Source: an optimization exercise on an open RTL-to-GDS flow (aim: small area, a short achievable clock period and few clock cycles per item). Production flows keep margins and buffers that such runs may drop.
The RTL was checked by simulation tests, not by an equivalence proof against the original design.
Power and IR drop assume default switching activity.

[flow/run.sh]
#!/bin/bash
# synth_recipe.tcl (not shown) runs the flow's synth.tcl, then flattens the netlist and writes it again
# the make line also repeats each setting of config.mk as NAME=value (left out here)
make -C /OpenROAD-flow-scripts/flow DESIGN_CONFIG=/design/flow/config.mk WORK_HOME=/design/flow/orfs CLKGATE_MAP_FILE= SYNTH_SCRIPT=/design/flow/synth_recipe.tcl finish
[flow/config.mk]
export PLATFORM = sky130hd
export DESIGN_NAME = wgdos_unpack_row
export DESIGN_NICKNAME = wgdos_unpack_row
export VERILOG_FILES = /design/flow/design.v
export SDC_FILE = /design/flow/constraint.sdc
export NUM_CORES = 4
export LEC_CHECK = 0
export CAP_MARGIN = 20
export CORE_MARGIN = 2
export CORE_UTILIZATION = 50
export SETUP_SLACK_MARGIN = 2
export SLEW_MARGIN = 20
[flow/constraint.sdc]
create_clock -name core_clock -period 55.0 [get_ports {clk}]
set_input_delay 11.0000 -clock core_clock [delete_from_list [all_inputs] [get_ports {clk}]]
set_output_delay 11.0000 -clock core_clock [all_outputs]
set_load 0.01 [all_outputs]
[flow/design.v]
module wgdos_add #(parameter W = 8) (
    input  wire [W-1:0] a,
    input  wire [W-1:0] b,
    input  wire         ci,
    output wire [W-1:0] s,
    output wire         co
);
    reg [W-1:0] p, g;
    integer i, j;
    always @(*) begin
        p = a ^ b;
        g = a & b;
        g[0] = g[0] | (p[0] & ci);
        for (i = 1; (1 << i) <= 2 * W; i = i + 1)
            for (j = (1 << i) - 1; j < W; j = j + (1 << i)) begin
                g[j] = g[j] | (p[j] & g[j - (1 << (i - 1))]);
                p[j] = p[j] & p[j - (1 << (i - 1))];
            end
        for (i = 16; i > 0; i = i - 1)
            if ((1 << i) <= 2 * W)
                for (j = (1 << i) + (1 << (i - 1)) - 1; j < W; j = j + (1 << i)) begin
                    g[j] = g[j] | (p[j] & g[j - (1 << (i - 1))]);
                    p[j] = p[j] & p[j - (1 << (i - 1))];
                end
    end
    assign s  = (a ^ b) ^ {g[W-2:0], ci};
    assign co = g[W-1];
endmodule
module wgdos_add2 #(parameter W = 8) (
    input  wire [W-1:0] a,
    input  wire [W-1:0] b,
    output wire [W-1:0] s0,
    output wire [W-1:0] s1
);
    reg [W-1:0] p, g;
    integer i, j;
    always @(*) begin
        p = a ^ b;
        g = a & b;
        for (i = 1; (1 << i) <= 2 * W; i = i + 1)
            for (j = (1 << i) - 1; j < W; j = j + (1 << i)) begin
                g[j] = g[j] | (p[j] & g[j - (1 << (i - 1))]);
                p[j] = p[j] & p[j - (1 << (i - 1))];
            end
        for (i = 16; i > 0; i = i - 1)
            if ((1 << i) <= 2 * W)
                for (j = (1 << i) + (1 << (i - 1)) - 1; j < W; j = j + (1 << i)) begin
                    g[j] = g[j] | (p[j] & g[j - (1 << (i - 1))]);
                    p[j] = p[j] & p[j - (1 << (i - 1))];
                end
    end
    assign s0 = (a ^ b) ^ {g[W-2:0], 1'b0};
    assign s1 = (a ^ b) ^ {g[W-2:0] | p[W-2:0], 1'b1};
endmodule
module wgdos_rsh_lvl #(parameter IW = 8, parameter OW = 8, parameter SH = 1) (
    input  wire [IW-1:0] x,
    input  wire          en,
    output wire [OW-1:0] y,
    output wire          s
);
    genvar i;
    generate
        for (i = 0; i < OW; i = i + 1) begin : b
            wire hi = (i + SH < IW) ? x[(i + SH < IW) ? i + SH : 0] : 1'b0;
            wire lo = (i < IW) ? x[(i < IW) ? i : 0] : 1'b0;
            assign y[i] = en ? hi : lo;
        end
    endgenerate
    assign s = en & (|x[SH-1:0]);
endmodule
module wgdos_rsh #(parameter IW = 8, parameter OW = 8) (
    input  wire [IW-1:0] x,
    input  wire [6:0]    a,
    output wire [OW-1:0] y,
    output wire          st
);
    localparam W6 = OW + 63, W5 = OW + 31, W4 = OW + 15, W3 = OW + 7,
               W2 = OW + 3,  W1 = OW + 1;
    wire [W6-1:0] l6; wire [W5-1:0] l5; wire [W4-1:0] l4; wire [W3-1:0] l3;
    wire [W2-1:0] l2; wire [W1-1:0] l1;
    wire [6:0] s;
    wgdos_rsh_lvl #(.IW(IW), .OW(W6), .SH(64)) u6 (.x(x),  .en(a[6]), .y(l6), .s(s[6]));
    wgdos_rsh_lvl #(.IW(W6), .OW(W5), .SH(32)) u5 (.x(l6), .en(a[5]), .y(l5), .s(s[5]));
    wgdos_rsh_lvl #(.IW(W5), .OW(W4), .SH(16)) u4 (.x(l5), .en(a[4]), .y(l4), .s(s[4]));
    wgdos_rsh_lvl #(.IW(W4), .OW(W3), .SH(8))  u3 (.x(l4), .en(a[3]), .y(l3), .s(s[3]));
    wgdos_rsh_lvl #(.IW(W3), .OW(W2), .SH(4))  u2 (.x(l3), .en(a[2]), .y(l2), .s(s[2]));
    wgdos_rsh_lvl #(.IW(W2), .OW(W1), .SH(2))  u1 (.x(l2), .en(a[1]), .y(l1), .s(s[1]));
    wgdos_rsh_lvl #(.IW(W1), .OW(OW), .SH(1))  u0 (.x(l1), .en(a[0]), .y(y),  .s(s[0]));
    assign st = |s;
endmodule
module wgdos_msb128 (
    input  wire [127:0] x,
    output wire [6:0]   n,
    output wire         z
);
    wire [63:0]  v1; wire [63:0]  c1;
    wire [31:0]  v2; wire [63:0]  c2;
    wire [15:0]  v3; wire [47:0]  c3;
    wire [7:0]   v4; wire [31:0]  c4;
    wire [3:0]   v5; wire [19:0]  c5;
    wire [1:0]   v6; wire [11:0]  c6;
    genvar i;
    generate
        for (i = 0; i < 64; i = i + 1) begin : l1
            assign v1[i] = x[2*i+1] | x[2*i];
            assign c1[i] = x[2*i+1];
        end
        for (i = 0; i < 32; i = i + 1) begin : l2
            assign v2[i] = v1[2*i+1] | v1[2*i];
            assign c2[2*i+1:2*i] = v1[2*i+1] ? {1'b1, c1[2*i+1]} : {1'b0, c1[2*i]};
        end
        for (i = 0; i < 16; i = i + 1) begin : l3
            assign v3[i] = v2[2*i+1] | v2[2*i];
            assign c3[3*i+2:3*i] = v2[2*i+1] ? {1'b1, c2[4*i+3:4*i+2]} : {1'b0, c2[4*i+1:4*i]};
        end
        for (i = 0; i < 8; i = i + 1) begin : l4
            assign v4[i] = v3[2*i+1] | v3[2*i];
            assign c4[4*i+3:4*i] = v3[2*i+1] ? {1'b1, c3[6*i+5:6*i+3]} : {1'b0, c3[6*i+2:6*i]};
        end
        for (i = 0; i < 4; i = i + 1) begin : l5
            assign v5[i] = v4[2*i+1] | v4[2*i];
            assign c5[5*i+4:5*i] = v4[2*i+1] ? {1'b1, c4[8*i+7:8*i+4]} : {1'b0, c4[8*i+3:8*i]};
        end
        for (i = 0; i < 2; i = i + 1) begin : l6
            assign v6[i] = v5[2*i+1] | v5[2*i];
            assign c6[6*i+5:6*i] = v5[2*i+1] ? {1'b1, c5[10*i+9:10*i+5]} : {1'b0, c5[10*i+4:10*i]};
        end
    endgenerate
    assign z = !(v6[1] | v6[0]);
    assign n = v6[1] ? {1'b1, c6[11:6]} : {1'b0, c6[5:0]};
endmodule
module wgdos_norm (
    input  wire [86:0]        s,
    input  wire               sgn,
    input  wire [13:0]        fbm,
    input  wire [6:0]         qsh,
    output wire [63:0]        y
);
    wire [6:0] mi;
    wire       s_zero;
    wgdos_msb128 u_msb (.x({s, 41'd0}), .n(mi), .z(s_zero));
    wire [6:0] qn;
    wire       nrm;                                    
    wgdos_add #(.W(7)) u_cmp (.a(mi), .b(~qsh), .ci(1'b1), .s(qn), .co(nrm));
    wire [6:0] sh2 = nrm ? mi : qsh;
    wire [53:0] v;
    wire        st;
    wgdos_rsh #(.IW(181), .OW(54)) u_sh (.x({s, 94'd0}), .a(sh2), .y(v), .st(st));
    wire [52:0]  mant = v[53:1];
    wire         g    = v[0];
    wire         rnd  = g & (st | mant[0]);
    wire [13:0]  eo;
    wire         eo_c;
    wgdos_add #(.W(14)) u_eo (.a(fbm), .b({7'd0, mi}), .ci(1'b0), .s(eo), .co(eo_c));
    wire [11:0]  ef   = nrm ? eo[11:0] : 12'd0;
    wire [63:0]  mag0 = {ef, mant[51:0]};
    wire [63:0]  mag1;
    wire         mag_c;
    wgdos_add #(.W(64)) u_rnd (.a(mag0), .b(64'd0), .ci(1'b1), .s(mag1), .co(mag_c));
    wire         ovf0 = mag0[63] | (&mag0[62:52]);
    wire         ovf1 = mag1[63] | (&mag1[62:52]);
    wire [63:0]  mag  = rnd ? mag1 : mag0;
    wire         ovf  = rnd ? ovf1 : ovf0;
    assign y = s_zero ? 64'd0 :
               ovf    ? 64'h7FF0000000000000 :
                        {sgn, mag[62:0]};
endmodule
module wgdos_unpack_row (
    input  wire        clk,
    input  wire        rst,             
    input  wire        cmd_valid,
    output wire        cmd_ready,
    input  wire [31:0] cmd_cols,        
    input  wire [31:0] cmd_avail,       
    input  wire [31:0] cmd_e,           
    input  wire [63:0] cmd_mdi,         
    input  wire        in_valid,
    output wire        in_ready,
    input  wire [63:0] in_data,
    output wire        out_valid,
    input  wire        out_ready,
    output wire [63:0] out_data,
    output wire        done,
    output wire [7:0]  done_status,
    output wire [7:0]  done_kind,
    output wire [31:0] done_words
);
    localparam [2:0] F_IDLE  = 3'd0;
    localparam [2:0] F_ERR   = 3'd1;
    localparam [2:0] F_DESC  = 3'd2;
    localparam [2:0] F_CHK   = 3'd3;
    localparam [2:0] F_BASE  = 3'd4;
    localparam [2:0] F_DERIV = 3'd5;
    localparam [2:0] F_ADJ   = 3'd6;
    localparam [2:0] F_EMIT  = 3'd7;
    localparam [1:0] K_MISSING  = 2'd1;
    localparam [1:0] K_CONSTANT = 2'd2;
    localparam [1:0] K_NORMAL   = 2'd3;
    localparam [1:0] R_NONE = 2'd0;     
    localparam [1:0] R_BASE = 2'd1;     
    localparam [1:0] R_ZERO = 2'd2;     
    localparam [1:0] R_INF  = 2'd3;     
    reg  [2:0]  st;
    reg         cmd_rdy_r, in_rdy_r;
    reg         ipend;                  
    reg  [1:0]  kind_r;
    reg         v0, v1;
    reg         wmore;                  
    reg  [30:0] left;                   
    reg  [12:0] e_r;                    
    reg         e_inf;                  
    reg  [63:0] mdi_r;
    reg  [4:0]  b_r;
    reg  [63:0] base_r;
    reg  [31:0] wleft;                  
    reg  [4:0]  bb;                     
    reg  [2:0]  err_s;                  
    reg         err_w;                  
    reg  [63:0] w0, w1;
    reg  [6:0]  ra;                     
    reg  [84:0] bw;                     
    reg  [5:0]  p_r;                    
    reg         sgn_r;                  
    reg  [1:0]  rmode;
    reg  [13:0] fbm_r;
    reg  [6:0]  qsh_r;
    reg  [5:0]  adj_n;                  
    reg         s_v, s_last, s_raw, s_sgn;
    reg  [86:0] s_sum;
    reg         o_v, o_last;
    reg  [63:0] o_d;
    reg         done_r;
    reg         dbusy;                  
    reg  [2:0]  d_status;
    reg  [1:0]  d_kind;
    reg  [31:0] d_words;
    assign cmd_ready = cmd_rdy_r;
    assign in_ready  = in_rdy_r;
    assign out_valid = o_v;
    assign out_data  = o_d;
    assign done        = done_r;
    assign done_status = {5'd0, d_status};
    assign done_kind   = {6'd0, d_kind};
    assign done_words  = d_words;
    wire cmd_fire = cmd_valid && cmd_rdy_r;
    wire in_fire  = in_valid && in_rdy_r;
    wire o_fire    = o_v && out_ready;
    wire o_load_ok = !o_v || (out_ready && !o_last);
    wire s_adv     = s_v && o_load_ok;
    wire s_load_ok = !s_v || o_load_ok;
    wire wr_ok = !dbusy || done_r;
    wire [7:0]  d_kind_f  = in_data[63:56];
    wire [7:0]  d_width   = in_data[55:48];
    wire        d_rsvd0   = (in_data[47:0] == 48'd0);
    wire        d_wzero   = (d_width == 8'd0);
    wire        d_is_miss = d_rsvd0 && d_wzero && (d_kind_f == 8'd1);
    wire        d_is_const= d_rsvd0 && d_wzero && (d_kind_f == 8'd2);
    wire        d_is_norm = d_rsvd0 && (d_width[7:5] == 3'd0) &&
                            (d_width[4:0] != 5'd0) && (d_kind_f == 8'd3);
    function [2:0] low1;
        input [4:0] v;
        low1 = v[0] ? 3'd0 : v[1] ? 3'd1 : v[2] ? 3'd2 : v[3] ? 3'd3 : 3'd4;
    endfunction
    wire [10:0] eb_f   = base_r[62:52];
    wire        b_fin  = !(&eb_f);
    wire        b_zero = (base_r[62:0] == 63'd0);
    wire        b_hid  = (eb_f != 11'd0);
    wire [10:0] ebx    = b_hid ? eb_f : 11'd1;                      
    wire [13:0] pd;
    wire        pd_c;
    wgdos_add #(.W(14)) u_pd (.a({e_r[12], e_r}), .b(~{3'd0, ebx}), .ci(1'b1), .s(pd), .co(pd_c));
    wire        d_lo   = pd[13];                                    
    wire        d_hi   = !pd[13] && (pd[12:6] != 7'd0 || pd[5:3] == 3'd7);    
    wire        d_triv = pd[13] && (pd[12:5] != 8'hFF || pd[4:0] < 5'd3);     
    wire [5:0]  p_new  = d_lo ? (pd[5:0] + 6'd29) : d_hi ? 6'd55 : pd[5:0];
    wire [13:0] fb1    = d_hi ? ({e_r[12], e_r} - 14'd58) : ({3'd0, ebx} - (d_lo ? 14'd32 : 14'd3));
    wire [13:0] qsx    = 14'd94 - fb1;
    wire [6:0]  qsh_new = qsx[13] ? 7'd40 : (qsx[12:7] != 6'd0) ? 7'd127 :
                          (qsx[6:0] < 7'd40) ? 7'd40 : qsx[6:0];
    wire [1:0]  rm_new = !b_fin ? R_BASE :
                         e_inf ? R_INF :
                         d_triv ? (b_zero ? R_ZERO : R_BASE) : R_NONE;
    wire [13:0] nr     = pd - 14'd55;                               
    wire [5:0]  adj_new = (nr[13:6] != 8'd0) ? 6'd63 : nr[5:0];
    wire [52:0] bman   = {b_hid, base_r[51:0]};
    wire [84:0] bw_new = (d_lo ? {bman, 32'd0} : {29'd0, bman, 3'd0}) ^ {85{base_r[63]}};
    wire [30:0]  codew;
    wire         unused_st;
    wgdos_rsh #(.IW(94), .OW(31)) u_ext (.x({w0, w1[63:34]}), .a(ra), .y(codew), .st(unused_st));
    wire [30:0]  kmask = ~(31'h7FFFFFFF << b_r);
    wire [30:0]  k     = codew & kmask;
    wire         miss  = &(codew | ~kmask);
    wire         kz    = (k == 31'd0);
    wire         norm_row = (kind_r == K_NORMAL);
    wire         can_ext  = !norm_row || (v0 && ((ra >= 7'd30) || v1));
    wire         ext      = (st == F_EMIT) && can_ext && s_load_ok;
    wire         lastc    = (left == 31'd1);
    wire         row_end  = ext && lastc;
    wire         chk  = (st == F_CHK);
    wire [30:0]  kin  = chk ? left : k;
    wire [85:0]  kw   = {55'd0, kin} << p_r;
    wire [87:0]  sum0, sum1;
    wgdos_add2 #(.W(88)) u_sum (.a({2'd0, kw}), .b({{3{sgn_r}}, bw}), .s0(sum0), .s1(sum1));
    wire         tneg = sgn_r && sum1[87];
    wire [86:0]  smag = !sgn_r ? sum0[86:0] : (sum1[87] ? ~sum0[86:0] : sum1[86:0]);
    wire         c_mdi  = (kind_r == K_MISSING) || (norm_row && miss);
    wire         c_base = (kind_r == K_CONSTANT) || kz || (rmode == R_BASE);
    wire         c_raw  = !norm_row || miss || kz || (rmode != R_NONE);
    wire [63:0]  rawv   = c_mdi  ? mdi_r :
                          c_base ? base_r :
                          (rmode == R_ZERO) ? 64'd0 : 64'h7FF0000000000000;
    wire [63:0] ny;
    wgdos_norm u_norm (
        .s   (s_sum),
        .sgn (s_sgn),
        .fbm (fbm_r),
        .qsh (qsh_r),
        .y   (ny)
    );
    always @(posedge clk) begin
        if (rst) begin
            o_v <= 1'b0;
        end else if (s_adv) begin
            o_v    <= 1'b1;
            o_last <= s_last;
            o_d    <= s_raw ? s_sum[63:0] : ny;
        end else if (o_fire) begin
            o_v <= 1'b0;
        end
    end
    always @(posedge clk) begin
        if (rst) begin
            s_v <= 1'b0;
        end else if (ext) begin
            s_v    <= 1'b1;
            s_last <= lastc;
            s_raw  <= c_raw;
            s_sgn  <= tneg;
            s_sum  <= c_raw ? {23'd0, rawv} : smag;
        end else if (s_adv) begin
            s_v <= 1'b0;
        end
    end
    wire [4:0]  bb_n    = bb & (bb - 5'd1);
    wire        chk_end = chk && (bb_n == 5'd0);
    wire [37:0] acc     = (bb != 5'd0) ? sum0[37:0] : bw[37:0];
    wire [31:0] n_words = acc[37:6];
    wire [31:0] n_cmp;
    wire        n_fit;                                    
    wgdos_add #(.W(32)) u_ncmp (.a(wleft), .b(~n_words), .ci(1'b1), .s(n_cmp), .co(n_fit));
    wire        n_trunc = !n_fit;
    wire err_wr  = (st == F_ERR) && wr_ok;
    wire chk_wr  = chk_end && !n_trunc && wr_ok;
    wire ip_wr   = ipend && wr_ok;
    always @(posedge clk) begin
        if (rst) begin
            done_r <= 1'b0;
            dbusy  <= 1'b0;
        end else begin
            done_r <= (o_fire && o_last) || err_wr;
            dbusy  <= err_wr || chk_wr || ip_wr || (dbusy && !done_r);
        end
        if (err_wr) begin
            d_status <= err_s;
            d_kind   <= 2'd0;
            d_words  <= {31'd0, err_w};
        end else if (chk_wr) begin
            d_status <= 3'd0;
            d_kind   <= K_NORMAL;
            d_words  <= n_words;
        end else if (ip_wr) begin
            d_status <= 3'd0;
            d_kind   <= kind_r;
            d_words  <= {30'd0, kind_r};
        end
    end
    wire pop = ext && norm_row && (ra <= 7'd30);
    wire wf  = in_fire && ((st == F_DERIV) || (st == F_ADJ) || (st == F_EMIT));
    wire [31:0] wleft_m1;
    wire        wleft_c;
    wgdos_add #(.W(32)) u_wleft (.a(wleft), .b({32{1'b1}}), .ci(1'b0), .s(wleft_m1), .co(wleft_c));
    reg  [2:0] st_n;
    reg        ipend_n, v0_n, v1_n, wmore_n;
    reg  [1:0] kind_n;
    always @(*) begin
        st_n    = st;
        ipend_n = ipend && !ip_wr;
        kind_n  = kind_r;
        wmore_n = wmore;
        v0_n    = v0;
        v1_n    = v1;
        if (row_end) begin
            v0_n = 1'b0;
            v1_n = 1'b0;
        end else if (pop) begin
            v0_n = wf || v1;
            v1_n = 1'b0;
        end else if (wf) begin
            if (!v0) v0_n = 1'b1;
            else     v1_n = 1'b1;
        end
        if (wf)
            wmore_n = (wleft_m1 != 32'd2);
        case (st)
            F_IDLE:
                if (cmd_fire) begin
                    if (cmd_cols[31] || (cmd_cols[30:0] == 31'd0) || (cmd_avail == 32'd0))
                        st_n = F_ERR;
                    else
                        st_n = F_DESC;
                end
            F_ERR:
                if (wr_ok) st_n = F_IDLE;
            F_DESC:
                if (in_fire) begin
                    if (d_is_miss) begin
                        kind_n  = K_MISSING;
                        ipend_n = 1'b1;
                        st_n    = F_EMIT;
                    end else if (d_is_const) begin
                        kind_n  = K_CONSTANT;
                        st_n    = (wleft[31:1] == 31'd0) ? F_ERR : F_BASE;
                    end else if (d_is_norm) begin
                        kind_n  = K_NORMAL;
                        st_n    = F_CHK;
                    end else begin
                        st_n    = F_ERR;
                    end
                end
            F_CHK:
                if (chk_end) begin
                    if (n_trunc) begin
                        st_n = F_ERR;
                    end else if (wr_ok) begin
                        wmore_n = (n_words != 32'd2);
                        st_n    = F_BASE;
                    end
                end
            F_BASE:
                if (in_fire) begin
                    if (kind_r == K_CONSTANT) begin
                        ipend_n = 1'b1;
                        st_n    = F_EMIT;
                    end else begin
                        st_n    = F_DERIV;
                    end
                end
            F_DERIV:
                if (!s_v)
                    st_n = ((rm_new != R_NONE) || !d_hi) ? F_EMIT : F_ADJ;
            F_ADJ:
                if (adj_n == 6'd1) st_n = F_EMIT;
            default:  
                if (row_end) st_n = F_IDLE;
        endcase
    end
    wire fetch_n = (st_n == F_DERIV) || (st_n == F_ADJ) || (st_n == F_EMIT);
    always @(posedge clk) begin
        if (rst) begin
            st        <= F_IDLE;
            ipend     <= 1'b0;
            v0        <= 1'b0;
            v1        <= 1'b0;
            cmd_rdy_r <= 1'b0;
            in_rdy_r  <= 1'b0;
        end else begin
            st        <= st_n;
            ipend     <= ipend_n;
            v0        <= v0_n;
            v1        <= v1_n;
            cmd_rdy_r <= (st_n == F_IDLE) && !ipend_n;
            in_rdy_r  <= (st_n == F_DESC) || (st_n == F_BASE) ||
                         (fetch_n && (kind_n == K_NORMAL) && wmore_n && !(v0_n && v1_n));
        end
        kind_r <= kind_n;
        wmore  <= wmore_n;
    end
    wire [30:0] left_m1;
    wire        left_c;
    wgdos_add #(.W(31)) u_left (.a(left), .b({31{1'b1}}), .ci(1'b0), .s(left_m1), .co(left_c));
    wire [6:0]  ra_n;
    wire        ra_c;
    wgdos_add #(.W(7)) u_ra (.a(ra), .b(~{2'd0, b_r}), .ci(1'b1), .s(ra_n), .co(ra_c));
    always @(posedge clk) begin
        if (pop) begin
            if (wf) w0 <= in_data;
            else    w0 <= w1;
        end else if (wf) begin
            if (!v0) w0 <= in_data;
            else     w1 <= in_data;
        end
        if (wf)
            wleft <= wleft_m1;
        if (ext) begin
            left <= left_m1;
            ra   <= {ra_n[6] ^ pop, ra_n[5:0]};
        end
        case (st)
            F_IDLE: begin
                if (cmd_fire) begin
                    left    <= cmd_cols[30:0];
                    wleft   <= cmd_avail;
                    mdi_r   <= cmd_mdi;
                    e_r     <= (cmd_e[31:11] == 21'h000000 || cmd_e[31:11] == 21'h1FFFFF) ?
                               {cmd_e[11], cmd_e[11:0]} : (cmd_e[31] ? 13'h1800 : 13'h07FF);
                    e_inf   <= !cmd_e[31] && ((cmd_e[30:11] != 20'd0) ||
                                              (cmd_e[10] && (cmd_e[9:0] != 10'd0)));
                    err_s   <= (cmd_cols[31] || (cmd_cols[30:0] == 31'd0)) ? 3'd3 : 3'd5;
                    err_w   <= 1'b0;
                end
            end
            F_DESC: begin
                b_r   <= d_width[4:0];
                bw    <= 85'd191;
                bb    <= d_width[4:0];
                p_r   <= {3'd0, low1(d_width[4:0])};
                sgn_r <= 1'b0;
                err_w <= 1'b1;
                err_s <= d_is_const ? 3'd5 : 3'd6;
                if (in_fire)
                    e_r <= e_r + 13'd1078;
            end
            F_CHK: begin
                ra    <= 7'd94 - {2'd0, b_r};
                err_s <= 3'd5;
                if (bb != 5'd0) begin
                    bw  <= sum0[84:0];
                    bb  <= bb_n;
                    p_r <= {3'd0, low1(bb_n)};
                end
                if (chk_end && !n_trunc && wr_ok)
                    wleft <= n_words;
            end
            F_BASE: begin
                if (in_fire)
                    base_r <= in_data;
            end
            F_DERIV: begin
                if (!s_v) begin
                    p_r   <= p_new;
                    sgn_r <= base_r[63];
                    rmode <= rm_new;
                    fbm_r <= fb1 - 14'd93;
                    qsh_r <= qsh_new;
                    adj_n <= adj_new;
                    bw    <= bw_new;
                end
            end
            F_ADJ: begin
                adj_n <= adj_n - 6'd1;
                bw    <= {sgn_r, bw[84:2], sgn_r ? (bw[1] & bw[0]) : (bw[1] | bw[0])};
            end
            default: ;
        endcase
    end
endmodule
==> results.json, run 1 <==
{
  "criticalPathCategory": "input port to register",
  "synth_ff_type": "edfxtp_1",
  "dieArea_mm2": 0.117,
  "wirelength_um": 257000,
  "wl_per_cell_um": 31.1,
  "setup_viol": 0,
  "crit_path_start_kind": "input port",
  "critPathMaxFanout": 4,
  "vdd_drop_max_mv": 0.0252,
  "hold_class": "register to register",
  "worst_hold_slack_ns": 0.452,
  "worstPathRequired_ns": 55.60,
  "slew_headroom": 0.145,
  "drive_gt1_frac": 0.0831,
  "insertion_delay_ns": 0.72,
  "avgViaCountPerCell": 6.81,
  "yosys_warnings": 7,
  "clk_path_buf_depth": 3,
  "seq_area_frac_synth": 0.338,
  "yosysUniqueCellTypes": 111,
  "core_area_mm2": 0.114,
  "crit_family": "simple AND/OR/NAND/NOR gates",
  "yosysTopAreaCell": "edfxtp_1",
  "powerDensity_mw_per_mm2": 23.1,
  "crit_chain": "clkdlybuf4s50_1 -> nor4_1 -> nand4_1 -> nor4_2 -> nand4b_1 -> or2_2 -> nor2_1 -> nor3_1 -> a21o_1 -> nor2_1 -> o21ai_0 -> and3b_1",
  "die_w_um": 342,
  "cts-hold-fix-buffers": 0,
  "yosys.cell_count.top_type": "nand2_1",
  "cts_resized": 0,
  "grt_pass1_wl_um": 366000,
  "synth_top_area_share": 0.299,
  "synthTopCellsByArea": "edfxtp_1, mux2i_1, nand2_1, ha_1, o21ai_0",
  "timing.fmax_ghz": 0.0710,
  "synth.top_cells.by_count": "nand2_1, edfxtp_1, o21ai_0",
  "htree_levels": 3,
  "die_y_um": 342,
  "tritoncts": "yes",
  "p_leak_nw": 24.5,
  "seq_area_mm2": 0.0193,
  "first_iter_violations": 7939,
  "crit_top_cell": "nor2_1",
  "tns_ns": 0,
  "cts_root_buf": "clkbuf_16",
  "syn-instance-count": 6604,
  "initial_core_util": 0.502,
  "synth-edff-count": 569,
  "first_global_vias": 51800,
  "grt_overflow": 0,
  "maxCapViolations": 0,
  "ys_async_sr_fraction": 0,
  "crit_path_end_kind": "register",
  "row_count": 124,
  "critPathSlowestCell": "nor4_1",
  "min_period_ns": 14.09,
  "slowest_delay_ns": 0.73,
  "cts_sinks": 680,
  "drc_errors": 0,
  "ys_seq_elements": 680,
  "critPathArrivalTime_ns": 14.70,
  "dp_hpwl_um": 195000,
  "worst_pin_slew_ns": 1.27,
  "syn-cell-area_mm2": 0.0572,
  "fin_nets": 7183,
  "vias": 56400,
  "grt_max_degree": 95,
  "antenna_found_initial": 27,
  "syn2layout_area_growth_pct": 12.7,
  "finClkSkew_ns": 0.0553,
  "clk_pin_slew_worst_paths_ns": 0.06,
  "syn_area_per_cell_um2": 8.66,
  "cp_num_buf_inv": 1,
  "fill_cells": 10400,
  "rsz0062_at_grt": "no",
  "port_buffers": 333,
  "ios": 345,
  "grt_usage": 0.425,
  "place_congestion": 1.05,
  "multi_input_comb_area_mm2": 0.0350,
  "numCtsBuffers": 80,
  "drt_first_pass_iters": 6,
  "hold_violations": 0,
  "post_cts_buffers": 0,
  "period_share": 0.256,
  "drv_slew": 0,
  "final_antenna_net_count": 0,
  "outcome": "no timing/DRC/antenna violations"
}
stage by stage:
| stage | utilization | worst slack [ns] | total power [mW] | cells | instance area, µm² |
|---|---|---|---|---|---|
| floorplan | - | 37.99 | 0.818 | 6614 | 57200 |
| global placement | 0.541 | 40.12 | 0.934 | 8098 | 61700 |
| detailed placement | 0.542 | 40.15 | 0.937 | 8099 | 61700 |
| CTS | 0.565 | 40.90 | 1.48 | 8245 | 64300 |
| global route | 0.565 | 40.41 | 1.54 | 8247 | 64400 |
| finish | 0.566 | 40.91 | 1.49 | 8273 | 64400 |
where the power goes:
part / switching, mW / internal [mW] / total [mW]
combinational: 0.190 / 0.124 / 0.314
sequential: 0.0396 / 0.588 / 0.627
clock: 0.245 / 0.302 / 0.546
sequential cells by signal, summed over array words and instances, names as in the netlist, 12 cells and up:
signal / cells
wleft: 32
fbm_r: 12
bw: 85
w0: 64
e_r: 13
w1: 64
base_r: 64
left: 31
s_sum: 87
mdi_r: 64
d_words: 32
o_d: 64
layer usage:
metal	share of wire	routed length, µm	up-vias	track usage
met5	0.00082	210	-	0
met4	0.064	16600	28	0.236
met2	0.41	105000	3849	0.601
li1	-	-	24600	-
met3	0.13	34100	797	0.143
met1	0.39	101000	27000	0.567
placed cells by master, fill, tap and decap left out, types with 39 or more instances in the layout:
cell and count:
nand2_1 817, edfxtp_1 569, o21ai_0 526, nor2_1 485
mux2i_1 372, a21oi_1 346, clkdlybuf4s50_1 333, inv_1 274
ha_1 224, xnor2_1 188, nand3_1 177, xor2_1 154
buf_4 143, mux2_2 142, a211oi_1 119, dfxtp_1 110
nor3_1 108, nor4_1 105, a22oi_1 101, o221ai_1 94
a21o_1 90, clkbuf_16 83, a221oi_1 80, o22ai_1 79
nand4_1 68, nor2b_1 65, fa_1 57, o211ai_1 49
nand2b_1 39, and2_1 39
final cells by class:
type                            count  share of cell area
Multi-Input combinational cell   5142               0.543
Clock inverter                     38             0.00629
Inverter                          289              0.0169
Tap cell                         1512              0.0294
Clock buffer                      108              0.0349
Timing Repair Buffer              478              0.0687
Antenna cell                       26             0.00101
Sequential cell                   680               0.300
logic make-up (layout without fill, tap and decap cells):
kind of cell,Yosys count,after routing,synth area share
AO/OA/AOI/OAI,1890,1890,0.220
XOR/XNOR,342,342,0.0524
adder cells (fa/ha/maj),285,285,0.0697
buffers and inverters,792,913,0.0557
flip-flops,680,680,0.338
multiplexers,522,522,0.0955
other,1,37,0.0000656
AND/OR/NAND/NOR,2092,2092,0.169
worst paths after layout:
| check | startpoint | to | slack (ns) | cells past startpoint |
|---|---|---|---|---|
| max | in_data[25] | in_rdy_r | 40.91 | 12 |
| min | d_words[15] | d_words[15] | 0.45 | 1 |
| max reg2reg | s_sum[3] | o_d[63] | 41.14 | 40 |
| min reg2reg | d_words[15] | d_words[15] | 0.45 | 1 |
Testbench counts, summed over its fixed seeds: cycles 99,453, cells 86,298.
==> run 2: changes to the inputs <==
--- a/flow/design.v
+++ b/flow/design.v
@@ -139,9 +139,14 @@
     wire [6:0] mi;
     wire       s_zero;
     wgdos_msb128 u_msb (.x({s, 41'd0}), .n(mi), .z(s_zero));
-    wire [6:0] qn;
-    wire       nrm;                                    
-    wgdos_add #(.W(7)) u_cmp (.a(mi), .b(~qsh), .ci(1'b1), .s(qn), .co(nrm));
+    wire [86:0] thr;
+    genvar t;
+    generate
+        for (t = 0; t < 87; t = t + 1) begin : th
+            assign thr[t] = (qsh <= t + 41);
+        end
+    endgenerate
+    wire       nrm = |(s & thr);
     wire [6:0] sh2 = nrm ? mi : qsh;
     wire [53:0] v;
     wire        st;
@@ -244,14 +249,16 @@
     assign done_words  = d_words;
     wire cmd_fire = cmd_valid && cmd_rdy_r;
     wire in_fire  = in_valid && in_rdy_r;
+    wire o_go      = out_ready && !o_last;
     wire o_fire    = o_v && out_ready;
-    wire o_load_ok = !o_v || (out_ready && !o_last);
+    wire o_load_ok = !o_v || o_go;
     wire s_adv     = s_v && o_load_ok;
-    wire s_load_ok = !s_v || o_load_ok;
+    wire s_free    = !s_v || !o_v;
+    wire s_load_ok = s_free || o_go;
     wire wr_ok = !dbusy || done_r;
-    wire [7:0]  d_kind_f  = in_data[63:56];
-    wire [7:0]  d_width   = in_data[55:48];
-    wire        d_rsvd0   = (in_data[47:0] == 48'd0);
+    wire [7:0]  d_kind_f  = w1[63:56];
+    wire [7:0]  d_width   = w1[55:48];
+    wire        d_rsvd0   = (w1[47:0] == 48'd0);
     wire        d_wzero   = (d_width == 8'd0);
     wire        d_is_miss = d_rsvd0 && d_wzero && (d_kind_f == 8'd1);
     wire        d_is_const= d_rsvd0 && d_wzero && (d_kind_f == 8'd2);
@@ -293,7 +300,8 @@
     wire         kz    = (k == 31'd0);
     wire         norm_row = (kind_r == K_NORMAL);
     wire         can_ext  = !norm_row || (v0 && ((ra >= 7'd30) || v1));
-    wire         ext      = (st == F_EMIT) && can_ext && s_load_ok;
+    wire         e_go     = (st == F_EMIT) && can_ext;
+    wire         ext      = (e_go && s_free) || (e_go && o_go);
     wire         lastc    = (left == 31'd1);
     wire         row_end  = ext && lastc;
     wire         chk  = (st == F_CHK);
@@ -342,7 +350,7 @@
         end
     end
     wire [4:0]  bb_n    = bb & (bb - 5'd1);
-    wire        chk_end = chk && (bb_n == 5'd0);
+    wire        chk_end = chk && d_is_norm && (bb_n == 5'd0);
     wire [37:0] acc     = (bb != 5'd0) ? sum0[37:0] : bw[37:0];
     wire [31:0] n_words = acc[37:6];
     wire [31:0] n_cmp;
@@ -374,7 +382,8 @@
             d_words  <= {30'd0, kind_r};
         end
     end
-    wire pop = ext && norm_row && (ra <= 7'd30);
+    wire pop_ok = e_go && norm_row && (ra <= 7'd30);
+    wire pop    = (pop_ok && s_free) || (pop_ok && o_go);
     wire wf  = in_fire && ((st == F_DERIV) || (st == F_ADJ) || (st == F_EMIT));
     wire [31:0] wleft_m1;
     wire        wleft_c;
@@ -412,29 +421,27 @@
             F_ERR:
                 if (wr_ok) st_n = F_IDLE;
             F_DESC:
-                if (in_fire) begin
-                    if (d_is_miss) begin
-                        kind_n  = K_MISSING;
-                        ipend_n = 1'b1;
-                        st_n    = F_EMIT;
-                    end else if (d_is_const) begin
-                        kind_n  = K_CONSTANT;
-                        st_n    = (wleft[31:1] == 31'd0) ? F_ERR : F_BASE;
-                    end else if (d_is_norm) begin
-                        kind_n  = K_NORMAL;
-                        st_n    = F_CHK;
-                    end else begin
-                        st_n    = F_ERR;
-                    end
-                end
+                if (in_fire) st_n = F_CHK;
             F_CHK:
-                if (chk_end) begin
+                if (d_is_miss) begin
+                    kind_n  = K_MISSING;
+                    ipend_n = 1'b1;
+                    st_n    = F_EMIT;
+                end else if (d_is_const) begin
+                    kind_n  = K_CONSTANT;
+                    st_n    = (wleft[31:1] == 31'd0) ? F_ERR : F_BASE;
+                end else if (!d_is_norm) begin
+                    st_n    = F_ERR;
+                end else if (chk_end) begin
+                    kind_n = K_NORMAL;
                     if (n_trunc) begin
                         st_n = F_ERR;
                     end else if (wr_ok) begin
                         wmore_n = (n_words != 32'd2);
                         st_n    = F_BASE;
                     end
+                end else begin
+                    kind_n = K_NORMAL;
                 end
             F_BASE:
                 if (in_fire) begin
@@ -497,7 +504,7 @@
         end
         case (st)
             F_IDLE: begin
-                if (cmd_fire) begin
+                if (cmd_rdy_r) begin
                     left    <= cmd_cols[30:0];
                     wleft   <= cmd_avail;
                     mdi_r   <= cmd_mdi;
@@ -510,19 +517,20 @@
                 end
             end
             F_DESC: begin
-                b_r   <= d_width[4:0];
+                b_r   <= in_data[52:48];
                 bw    <= 85'd191;
-                bb    <= d_width[4:0];
-                p_r   <= {3'd0, low1(d_width[4:0])};
+                bb    <= in_data[52:48];
+                p_r   <= {3'd0, low1(in_data[52:48])};
                 sgn_r <= 1'b0;
                 err_w <= 1'b1;
-                err_s <= d_is_const ? 3'd5 : 3'd6;
+                w1    <= in_data;
                 if (in_fire)
                     e_r <= e_r + 13'd1078;
             end
             F_CHK: begin
-                ra    <= 7'd94 - {2'd0, b_r};
-                err_s <= 3'd5;
+                err_s <= d_is_const ? 3'd5 : !d_is_norm ? 3'd6 : 3'd5;
+                if (chk_end)
+                    ra <= 7'd94 - {2'd0, b_r};
                 if (bb != 5'd0) begin
                     bw  <= sum0[84:0];
                     bb  <= bb_n;
@@ -532,8 +540,7 @@
                     wleft <= n_words;
             end
             F_BASE: begin
-                if (in_fire)
-                    base_r <= in_data;
+                base_r <= in_data;
             end
             F_DERIV: begin
                 if (!s_v) begin
--- a/flow/config.mk
+++ b/flow/config.mk
@@ -8,5 +8,6 @@
 export CAP_MARGIN = 20
 export CORE_MARGIN = 2
 export CORE_UTILIZATION = 50
+export CTS_CLUSTER_SIZE = 30
 export SETUP_SLACK_MARGIN = 2
 export SLEW_MARGIN = 20
==> run 2 against run 1 <==
Effect of this change:
- die area is 3.3% higher
- design area increased by 3.1%
- largest power group unchanged
- core utilization decreased by 0.079 points
- critical endpoint is now s_sum[29]
- combinational power is 27% lower
- power fell by 5.0%
- clock skew is 0.0024 ns lower
- largest cell class unchanged
- clock power increased by 4.4%
- routed wire length is 10% higher
- sequential share of layout area decreased by 1.0 points
==> results.json, run 2 <==
{
  "clk_path_buf_depth": 3,
  "timing.fmax_ghz": 0.0724,
  "syn2layout_area_growth_pct": 12.5,
  "drt_first_pass_iters": 10,
  "syn-instance-count": 6745,
  "cts_root_buf": "clkbuf_16",
  "antenna_found_initial": 23,
  "first_global_vias": 55000,
  "numCtsBuffers": 82,
  "final_antenna_net_count": 0,
  "synth.top_cells.by_count": "nand2_1, nor2_1, edfxtp_1",
  "top_register": "s_sum",
  "largest_reg_flops": 87,
  "ios": 345,
  "htree_levels": 3,
  "total_power_mw": 1.41,
  "dieArea_mm2": 0.121,
  "slew_headroom": 0.163,
  "tritoncts": "yes",
  "critPathArrivalTime_ns": 14.40,
  "rrSetupSlack_ns": 41.19,
  "grt_usage": 0.452,
  "min_to": "d_words[30]",
  "port_buffers": 333,
  "outcome": "no timing/DRC/antenna violations",
  "reg2reg_depth": 35,
  "die_y_um": 348,
  "syn-cell-area_mm2": 0.0591,
  "hold_path.startpoint": "d_words[30]",
  "r2r_start": "ra[6]",
  "place_inst": 8249,
  "dpl_worst_slack_ns": 41.06,
  "vias": 59500,
  "crit_path_start_kind": "register",
  "grt_overflow": 0,
  "worst_hold_slack_ns": 0.456,
  "worstPathRequired_ns": 55.58,
  "yosys_warnings": 7,
  "maxCapViolations": 0,
  "insertion_delay_ns": 0.75,
  "initial_core_util": 0.502,
  "p_leak_nw": 25.5,
  "grt_max_degree": 117,
  "cts-hold-fix-buffers": 0,
  "synthTopCellsByArea": "edfxtp_1, mux2i_1, ha_1, nand2_1, o21ai_0",
  "layout_common_cells": "nand2_1, edfxtp_1, nor2_1",
  "post_cts_buffers": 0,
  "dp_hpwl_um": 209000,
  "synth-edff-count": 562,
  "criticalPathCategory": "register to register",
  "synth_top_area_share": 0.286,
  "reg_top3": "s_sum (87), bw (85)",
  "core_area_mm2": 0.118,
  "die_w_um": 348,
  "drc_errors": 0,
  "rsz0062_at_grt": "no",
  "ys_seq_elements": 680,
  "yosysUniqueCellTypes": 106,
  "wl_per_cell_um": 33.7,
  "synth_ff_type": "edfxtp_1",
  "wirelength_um": 283000,
  "final_cells": 8410,
  "fin_nets": 7302,
  "worst_pin_slew_ns": 1.26,
  "syn_area_per_cell_um2": 8.76,
  "layout_commonest_cell": "nand2_1",
  "regToRegEndpoint": "s_sum[29]",
  "drive_gt1_frac": 0.0858,
  "slowest_delay_ns": 0.98,
  "drv_slew": 0,
  "yosys.cell_count.top_type": "nand2_1",
  "vdd_drop_max_mv": 0.0296,
  "row_count": 126,
  "period_share": 0.251,
  "clk_pin_slew_worst_paths_ns": 0.06,
  "critPathMaxFanout": 58,
  "avgViaCountPerCell": 7.07,
  "powerDensity_mw_per_mm2": 21.3,
  "hold_class": "register to register",
  "cts_resized": 0,
  "seq_area_frac_synth": 0.326,
  "ys_async_sr_fraction": 0,
  "min_period_ns": 13.81,
  "timing.final.ws_setup_ns": 41.19,
  "hold-path-cell-count": 2,
  "tns_ns": 0,
  "critPathSlowestCell": "nor2_4",
  "hold_violations": 0,
  "setup_viol": 0,
  "crit_path_end_kind": "register",
  "first_iter_violations": 9459,
  "crit_top_cell": "nor2_1",
  "yosysTopAreaCell": "edfxtp_1",
  "cts_sinks": 680,
  "place_congestion": 1.09,
  "finClkSkew_ns": 0.0530,
  "grt_pass1_wl_um": 399000
}
[run 2: worst max-delay path by stage]
stage,start,endpoint,cells after the start
floorplan,in_valid,w0[0],5
CTS,out_ready,s_sum[72],6
finish,ra[6],s_sum[29],35
detailed placement,out_ready,s_sum[65],6
global route,ra[6],wleft[2],44
global placement,out_ready,s_sum[65],6
[run 2: critical path, delay by kind of cell, from the launching register on]
kind	cells	cell delay [ns]
simple gates	14	4.59
fa+ha+maj	2	0.89
flops	1	0.54
compound gates	10	3.52
xor+xnor	1	0.77
buf+inv	3	1.34
mux	5	1.86
[run 2: power by group]
part	leakage [nW]	total, mW	switching (mW)	internal (mW)
sequential	6.10	0.612	0.0302	0.582
clock	1.32	0.570	0.246	0.324
combinational	18.1	0.230	0.140	0.0903
[run 2: kinds of logic after synthesis]
| family | count (synthesis) | share of synthesized area |
|---|---|---|
| compound gates | 1952 | 0.221 |
| xor+xnor | 350 | 0.0519 |
| fa+ha+maj | 277 | 0.0659 |
| buf+inv | 789 | 0.0543 |
| flops | 680 | 0.326 |
| mux | 606 | 0.115 |
| other cells | 1 | 0.0000635 |
| simple gates | 2090 | 0.166 |
[run 2: final cells by class]
class / instances / area [µm²]
fillers: 10700 / 51200
clock buffers: 106 / 2280
well taps: 1536 / 1920
clock inverters: 44 / 504
repair buffers: 505 / 4640
inverters: 242 / 908
flip-flops and latches: 680 / 19200
multi-input cells: 5286 / 36900
diodes: 11 / 27.5
[run 2: stage by stage]
stage	util	cell area, µm²
after floorplan	-	59100
after global placement	0.541	63600
after detailed placement	0.541	63600
after CTS	0.565	66400
after global routing	0.565	66400
final	0.565	66500
[run 2: metal layers]
metal	up-vias	global-route usage	routed length, µm
met5	-	0.00240	262
met4	28	0.280	22000
met3	1117	0.150	37300
met2	4347	0.661	118000
met1	28700	0.577	106000
li1	25300	-	-
Testbench counts of run 2, summed over its fixed seeds: cycles 99,995, cells 86,298.
==> run 3: changes to the inputs <==
--- a/flow/design.v
+++ b/flow/design.v
@@ -211,6 +211,8 @@
     reg  [1:0]  kind_r;
     reg         v0, v1;
     reg         wmore;                  
+    reg         wf_r;                   
+    reg         dw_pend;                
     reg  [30:0] left;                   
     reg  [12:0] e_r;                    
     reg         e_inf;                  
@@ -358,7 +360,7 @@
     wgdos_add #(.W(32)) u_ncmp (.a(wleft), .b(~n_words), .ci(1'b1), .s(n_cmp), .co(n_fit));
     wire        n_trunc = !n_fit;
     wire err_wr  = (st == F_ERR) && wr_ok;
-    wire chk_wr  = chk_end && !n_trunc && wr_ok;
+    wire dw_wr   = dw_pend && wr_ok;
     wire ip_wr   = ipend && wr_ok;
     always @(posedge clk) begin
         if (rst) begin
@@ -366,16 +368,16 @@
             dbusy  <= 1'b0;
         end else begin
             done_r <= (o_fire && o_last) || err_wr;
-            dbusy  <= err_wr || chk_wr || ip_wr || (dbusy && !done_r);
+            dbusy  <= err_wr || dw_wr || ip_wr || (dbusy && !done_r);
         end
         if (err_wr) begin
             d_status <= err_s;
             d_kind   <= 2'd0;
             d_words  <= {31'd0, err_w};
-        end else if (chk_wr) begin
+        end else if (dw_wr) begin
             d_status <= 3'd0;
             d_kind   <= K_NORMAL;
-            d_words  <= n_words;
+            d_words  <= wleft;
         end else if (ip_wr) begin
             d_status <= 3'd0;
             d_kind   <= kind_r;
@@ -388,6 +390,8 @@
     wire [31:0] wleft_m1;
     wire        wleft_c;
     wgdos_add #(.W(32)) u_wleft (.a(wleft), .b({32{1'b1}}), .ci(1'b0), .s(wleft_m1), .co(wleft_c));
+    wire wl2 = (wleft != 32'd2), wl3 = (wleft != 32'd3), wl4 = (wleft != 32'd4);
+    wire dw_pend_n = (chk_end && !n_trunc) || (dw_pend && !wr_ok);
     reg  [2:0] st_n;
     reg        ipend_n, v0_n, v1_n, wmore_n;
     reg  [1:0] kind_n;
@@ -395,7 +399,11 @@
         st_n    = st;
         ipend_n = ipend && !ip_wr;
         kind_n  = kind_r;
-        wmore_n = wmore;
+        case ({wf_r, wf})
+            2'b00:   wmore_n = wl2;
+            2'b11:   wmore_n = wl4;
+            default: wmore_n = wl3;
+        endcase
         v0_n    = v0;
         v1_n    = v1;
         if (row_end) begin
@@ -408,8 +416,6 @@
             if (!v0) v0_n = 1'b1;
             else     v1_n = 1'b1;
         end
-        if (wf)
-            wmore_n = (wleft_m1 != 32'd2);
         case (st)
             F_IDLE:
                 if (cmd_fire) begin
@@ -436,7 +442,7 @@
                     kind_n = K_NORMAL;
                     if (n_trunc) begin
                         st_n = F_ERR;
-                    end else if (wr_ok) begin
+                    end else begin
                         wmore_n = (n_words != 32'd2);
                         st_n    = F_BASE;
                     end
@@ -468,16 +474,21 @@
             ipend     <= 1'b0;
             v0        <= 1'b0;
             v1        <= 1'b0;
+            wf_r      <= 1'b0;
+            dw_pend   <= 1'b0;
             cmd_rdy_r <= 1'b0;
             in_rdy_r  <= 1'b0;
         end else begin
+            wf_r      <= wf;
+            dw_pend   <= dw_pend_n;
             st        <= st_n;
             ipend     <= ipend_n;
             v0        <= v0_n;
             v1        <= v1_n;
             cmd_rdy_r <= (st_n == F_IDLE) && !ipend_n;
             in_rdy_r  <= (st_n == F_DESC) || (st_n == F_BASE) ||
-                         (fetch_n && (kind_n == K_NORMAL) && wmore_n && !(v0_n && v1_n));
+                         (fetch_n && (kind_n == K_NORMAL) && wmore_n && !dw_pend_n &&
+                          !(v0_n && v1_n));
         end
         kind_r <= kind_n;
         wmore  <= wmore_n;
@@ -496,7 +507,7 @@
             if (!v0) w0 <= in_data;
             else     w1 <= in_data;
         end
-        if (wf)
+        if (wf_r)
             wleft <= wleft_m1;
         if (ext) begin
             left <= left_m1;
@@ -536,7 +547,7 @@
                     bb  <= bb_n;
                     p_r <= {3'd0, low1(bb_n)};
                 end
-                if (chk_end && !n_trunc && wr_ok)
+                if (chk_end && !n_trunc)
                     wleft <= n_words;
             end
             F_BASE: begin
--- a/flow/config.mk
+++ b/flow/config.mk
@@ -7,7 +7,7 @@
 export LEC_CHECK = 0
 export CAP_MARGIN = 20
 export CORE_MARGIN = 2
-export CORE_UTILIZATION = 50
+export CORE_UTILIZATION = 65
 export CTS_CLUSTER_SIZE = 30
 export SETUP_SLACK_MARGIN = 2
 export SLEW_MARGIN = 20
==> run 3 against run 2 <==
Effect of this change:
- clock skew is 0.014 ns higher
- core utilization grew 16 points
- highest routed layer unchanged
- non-clock buffer count shrank 35
- power grew 1.2%
- largest cell class unchanged
- synthesized cell count is 0.85% lower
- global-route usage up 10 points
- sequential share of layout area grew 0.65 points
- die area fell by 24%
- critical endpoint is now s_sum[52]
- still clean
- critical path depth is 6 higher
- sequential power increased by 0.8%
==> results.json, run 3 <==
{
  "outcome": "no timing/DRC/antenna violations",
  "wirelength_um": 266000,
  "critPathArrivalTime_ns": 14.68,
  "insertion_delay_ns": 0.72,
  "slew_headroom": 0.117,
  "grt_pass1_wl_um": 382000,
  "yosys.cell_count.top_type": "nand2_1",
  "grt_max_degree": 103,
  "vias": 61900,
  "htree_levels": 3,
  "dp_hpwl_um": 188000,
  "ios": 345,
  "tns_ns": 0,
  "grt_overflow": 0,
  "largest_reg_flops": 87,
  "layout_commonest_cell": "nand2_1",
  "powerDensity_mw_per_mm2": 22.0,
  "dieArea_mm2": 0.0925,
  "criticalPathCategory": "register to register",
  "cts_resized": 0,
  "timing.fmax_ghz": 0.0708,
  "top_register": "s_sum",
  "place_inst": 7807,
  "first_global_vias": 57200,
  "die_y_um": 304,
  "cts_root_buf": "clkbuf_16",
  "yosysUniqueCellTypes": 115,
  "synth_ff_type": "edfxtp_1",
  "drc_errors": 0,
  "grt_usage": 0.552,
  "seq_area_frac_synth": 0.329,
  "antenna_found_initial": 34,
  "reg2reg_depth": 41,
  "timing.final.ws_setup_ns": 40.87,
  "internal_power_mw": 0.991,
  "synth-edff-count": 562,
  "slowest_delay_ns": 1.14,
  "seq_area_mm2": 0.0193,
  "vdd_drop_max_mv": 0.0256,
  "final_antenna_net_count": 0,
  "yosys_warnings": 7,
  "worst_pin_slew_ns": 1.32,
  "cp_num_buf_inv": 4,
  "crit_family": "simple AND/OR/NAND/NOR gates",
  "worst_hold_slack_ns": 0.420,
  "final_cells": 7971,
  "maxCapViolations": 0,
  "clk_pin_slew_worst_paths_ns": 0.07,
  "swShare": 0.307,
  "first_iter_violations": 12500,
  "finClkSkew_ns": 0.0665,
  "synthTopCellsByArea": "edfxtp_1, mux2i_1, ha_1, nand2_1, o21ai_0",
  "switching_power_mw": 0.438,
  "p_seq_frac": 0.431,
  "clk_path_buf_depth": 3,
  "syn-cell-area_mm2": 0.0585,
  "dpl_worst_slack_ns": 41.07,
  "post_dp_cell_area_mm2": 0.0623,
  "rsz0062_at_grt": "no",
  "clkPwrFrac": 0.384,
  "cp.depth": 41,
  "crit_top_cell": "mux2i_1",
  "hold-path-cell-count": 0,
  "reg_top3": "s_sum (87), bw (85)",
  "synth.top_cells.by_count": "nand2_1, edfxtp_1, nor2_1",
  "hold_class": "register to register",
  "drt_first_pass_iters": 14,
  "layout_common_cells": "nand2_1, edfxtp_1, nor2_1",
  "critPathMaxFanout": 49,
  "place_congestion": 1.10,
  "drv_slew": 0,
  "syn_area_per_cell_um2": 8.75,
  "drive_gt1_frac": 0.0789,
  "worstPathRequired_ns": 55.55,
  "ys_async_sr_fraction": 0,
  "total_power_mw": 1.43,
  "initial_core_util": 0.653,
  "port_buffers": 333,
  "core_area_mm2": 0.0896,
  "cts-hold-fix-buffers": 0,
  "crit_path_end_kind": "register",
  "yosysTopAreaCell": "edfxtp_1",
  "p_leak_nw": 25.2,
  "hold_violations": 0,
  "min_period_ns": 14.13,
  "row_count": 110,
  "fin_nets": 7214,
  "ys_seq_elements": 681,
  "crit_path_start_kind": "register",
  "multi_input_comb_area_mm2": 0.0362,
  "critPathSlowestCell": "a221oi_1",
  "post_cts_buffers": 0,
  "die_w_um": 304,
  "fill_cells": 6448,
  "synth_top_area_share": 0.288,
  "syn2layout_area_growth_pct": 11.1,
  "avgViaCountPerCell": 7.77,
  "post-route-util": 0.726,
  "period_share": 0.257,
  "cts_sinks": 681,
  "numCtsBuffers": 75,
  "setup_viol": 0,
  "syn-instance-count": 6688,
  "wl_per_cell_um": 33.4,
  "tritoncts": "yes",
  "finalInstanceArea_mm2": 0.0650,
  "combPwrFrac": 0.184
}
## run 3: changes by cell type after synthesis, sizes merged, moves of 31 or more
cell,previous run,this run
mux2i,424,376
a21oi,417,320
inv,238,273
clkbuf,402,371
nor2,565,510
nand3,128,168
a22oi,119,150
## run 3: kinds of logic (layout without fill, tap and decap cells)
| kind of cell | Yosys count | count (layout) | synth area share |
|---|---|---|---|
| multiplexers | 529 | 529 | 0.0997 |
| AND/OR/NAND/NOR | 2099 | 2099 | 0.170 |
| AO/OA/AOI/OAI | 1943 | 1943 | 0.226 |
| other | 1 | 35 | 0.0000641 |
| adder cells (fa/ha/maj) | 281 | 281 | 0.0672 |
| buffers and inverters | 818 | 891 | 0.0575 |
| flip-flops | 681 | 681 | 0.329 |
| XOR/XNOR | 336 | 336 | 0.0503 |
## run 3: layout make-up
type	instances	area share
multi-input combinational	5199	0.556
sequential	681	0.296
timing repair buffer	470	0.0670
clock inverter	45	0.00897
inverter	282	0.0164
antenna	24	0.000923
clock buffer	94	0.0315
tap	1176	0.0226
## run 3: final timing paths
kind	from	endpoint	slack [ns]
max	ra[6]	s_sum[52]	40.87
min	s_last	o_last	0.42
max reg2reg	ra[6]	s_sum[52]	40.87
min reg2reg	s_last	o_last	0.42
## run 3: worst register-to-register path: cells and delay by family, from the launching register on
kind | cells | cell delay, ns
flops | 1 | 0.56
simple gates | 19 | 5.59
mux | 8 | 2.35
buf+inv | 4 | 1.69
compound gates | 8 | 3.26
fa+ha+maj | 2 | 0.54
## run 3: power by group through the flow
stage                     combinational, mW  clock [mW]  sequential (mW)
after detailed placement              0.244           0            0.624
after CTS                             0.250       0.542            0.614
after floorplan                       0.162           0            0.612
final                                 0.263       0.550            0.617
after global placement                0.234           0            0.623
after global routing                  0.277       0.562            0.618
## run 3: per-layer routing
layer / vias up / GRT usage / routed length, µm
met4: 40 / 0.407 / 26400
met2: 6387 / 0.772 / 105000
met1: 28500 / 0.668 / 87600
met5: - / 0.0103 / 430
met3: 1836 / 0.248 / 46300
li1: 25100 / - / -
Testbench counts of run 3, summed over its fixed seeds: cycles 99,995, cells 86,298.

-- what the ideal ports hide --
In the flow no input, the clock included, has a driving cell. The finished layouts below were timed again as built, in two steps. Step 1 sets driving cells, clkbuf_16 on the clock port and buf_2 on the other inputs (assumed; they add their load-dependent delay and slew). Step 2 times the ports against the registers' clock, not the clock port: input delays grow and output delays shrink by t, the midpoint of the rising clock arrivals with the driver on. Slacks: ideal ports / drivers / drivers and shift; pairs: ideal ports / drivers.
run	t (ns)	setup WS [ns]	hold WS [ns]	worst setup path after step 2	cell pins on the clock port's net
run 1	0.774	40.907 / 40.945 / 40.171	0.452 / 0.452 / 0.452	input to register	1
run 2	0.794	41.186 / 41.186 / 40.912	0.456 / 0.456 / 0.456	input to register	1
run 3	0.768	40.873 / 40.873 / 40.873	0.420 / 0.420 / 0.420	register to register	1
After both steps setup and hold are still met in every run listed. For run 1, which loses most, drivers alone change the setup slack by +0.038 ns; drivers and shift together by -0.736 ns.
